This design comes from an exercise in tuning for small area on the open sky130 flow, not from production work.
Only simulation tests tie the RTL to the original design; equivalence was not proved.
The flow treats the clock pin as an ideal source, which a real chip does not have.
Power and IR drop assume default switching activity.

## cedar
// lcd_ctrl
module lcd_ctrl(clk, rst, rq_valid, rq_data, rq_ready, status, map_pixel, map_raw, adc_req, adc_ack, adc_data, lcd_cs, lcd_cd, lcd_sclk, lcd_mosi);
Size in the first run: about 1300 cells after synthesis, ~200 flip-flops, about 64 I/O pins, ~11000 um2 of cells after synthesis.
clock: 20.0 ns
lec_check: 0
abc_area: 1
cap_margin: 20
core_margin: 2
core_utilization: 40
cts_buf_list: sky130_fd_sc_hd__clkbuf_4 sky130_fd_sc_hd__clkbuf_8
cts_cluster_diameter: 60
cts_cluster_size: 16
slew_margin: 20
run.sh (not shown) runs the stock make flow with config.mk's settings and CLKGATE_MAP_FILE= SYNTH_SCRIPT=/design/flow/synth_recipe.tcl, a recipe that flattens the netlist after the stock synthesis.
cedar has completed all stages; timing, DRC and antenna checks passed.
For juniper, these inputs were changed with respect to cedar:
Settings: clearing CTS_BUF_LIST, which used to be sky130_fd_sc_hd__clkbuf_4 sky130_fd_sc_hd__clkbuf_8; clearing CTS_CLUSTER_SIZE, which used to be 16; clearing CTS_CLUSTER_DIAMETER, which used to be 60.
==> flow/flow/run.sh (new file) <==
#!/bin/bash
# Layout flow: the standard ORFS flow (standard.sh, unchanged synthesis,
# floorplan, power grid and tap cells), with two layout choices changed:
#  - the input and output port buffers are sky130_fd_sc_hd__buf_1 cells
#    (buffer_ports -buffer_cell), the smallest buffer, instead of the default;
#  - clock tree synthesis uses sky130_fd_sc_hd__clkbuf_8 buffers and inserts
#    no dummy loads (clock_tree_synthesis -dont_use_dummy_load).
# Each ORFS step writes its full log under orfs/logs/; this script's own
# output, and that of make, goes to flow_run.log in the work folder.
set -euo pipefail
cd "$(dirname "$0")/.."
export BUFFER_PORTS_ARGS="-buffer_cell sky130_fd_sc_hd__buf_1"
export CTS_ARGS="-sink_clustering_enable -repair_clock_nets -dont_use_dummy_load -buf_list sky130_fd_sc_hd__clkbuf_8"
bash standard.sh finish > flow_run.log 2>&1
test -f out/final.def
==> flow/standard.sh (new file) <==
#!/bin/bash
# synth_recipe.tcl (not shown) runs the flow's synth.tcl, then flattens the netlist and writes it again
# the make line also repeats each setting of config.mk as NAME=value (left out here)
make -C /OpenROAD-flow-scripts/flow DESIGN_CONFIG=/design/flow/config.mk WORK_HOME=/design/flow/orfs CLKGATE_MAP_FILE= SYNTH_SCRIPT=/design/flow/synth_recipe.tcl "${@:-finish}"
removed: flow/run.sh
In the flow results for juniper and cedar, the cell area is smaller on juniper.
From juniper to cedar, number of sinks on the clock net did not move at all.
Status: number of cells on the worst hold path parity (cedar, juniper)
Diff juniper..cedar | global-route usage | negligible
juniper against cedar: critical path depth neither gained nor lost much; worst-case setup margin in the final layout increased by 0.79 ns relative to the old numbers.
For indigo, these inputs were changed with respect to juniper:
Settings: an added CTS_CLUSTER_DIAMETER of 120; an added CTS_CLUSTER_SIZE of 40; an added CTS_BUF_LIST of sky130_fd_sc_hd__clkbuf_16.
==> flow/run.sh (new file) <==
#!/bin/bash
# synth_recipe.tcl (not shown) runs the flow's synth.tcl, then flattens the netlist and writes it again
# the make line also repeats each setting of config.mk as NAME=value (left out here)
make -C /OpenROAD-flow-scripts/flow DESIGN_CONFIG=/design/flow/config.mk WORK_HOME=/design/flow/orfs CLKGATE_MAP_FILE= SYNTH_SCRIPT=/design/flow/synth_recipe.tcl finish
removed: flow/flow/run.sh
removed: flow/standard.sh
[summary]
Against juniper as the reference, indigo delivers a lower combinational share of power.
Diff juniper -> indigo: total of fill cells in the finished design shows a reduction of 62, total power of the final layout shows an increase of about 14%, clock power share shows an increase of 9.4 points.

* * *

Starting RTL as in the previous note.
export LEC_CHECK = 0
export ABC_AREA = 1
export CAP_MARGIN = 20
export CORE_MARGIN = 2
export CORE_UTILIZATION = 40
export CTS_BUF_LIST = sky130_fd_sc_hd__clkbuf_8
export CTS_CLUSTER_DIAMETER = 60
export CTS_CLUSTER_SIZE = 20
export SLEW_MARGIN = 20
create_clock -name core_clock -period 20.0 [get_ports {clk}]
Stock flow here: none of the scripts above is used.
The baseline finished clean.
Then changed:
- CTS_CLUSTER_DIAMETER: 60 -> 80
- CTS_CLUSTER_SIZE: 20 -> 24
After rerunning: The new run went through all stages and came out clean. Flip-flop and latch count is unchanged. Count of clock-buffer cells in the layout does not change. Total power is unchanged.

==> afterwards: timing with drivers on the ports <==
How much do the figures lean on ideal ports? The routed layouts below were timed once more, with nothing changed but the port constraints. Step 1 sets driving cells, clkbuf_16 on the clock port and buf_2 on the other inputs (assumed; they add their load-dependent delay and slew). Step 2 times the ports against the registers' clock, not the clock port: input delays grow and output delays shrink by t, the midpoint of the rising clock arrivals with the driver on. Three values: ideal ports, drivers, drivers and shift; two values: the first two.
| run | shift t [ns] | setup slack, ns | worst setup path after step 2 |
|---|---|---|---|
| cedar | 0.522 | 10.598 / 10.575 / 10.575 | input to output |
| juniper | 0.490 | 11.388 / 11.364 / 11.364 | input to output |
| indigo | 0.482 | 10.595 / 10.573 / 10.573 | input to output |
| the first run of note 2 | 0.522 | 10.598 / 10.575 / 10.575 | input to output |
| the second run of note 2 | 0.522 | 10.598 / 10.575 / 10.575 | input to output |
After both steps every run listed still meets setup and hold. The setup slack of juniper, which loses most, moves by -0.024 ns with the drivers and by -0.024 ns with both steps.
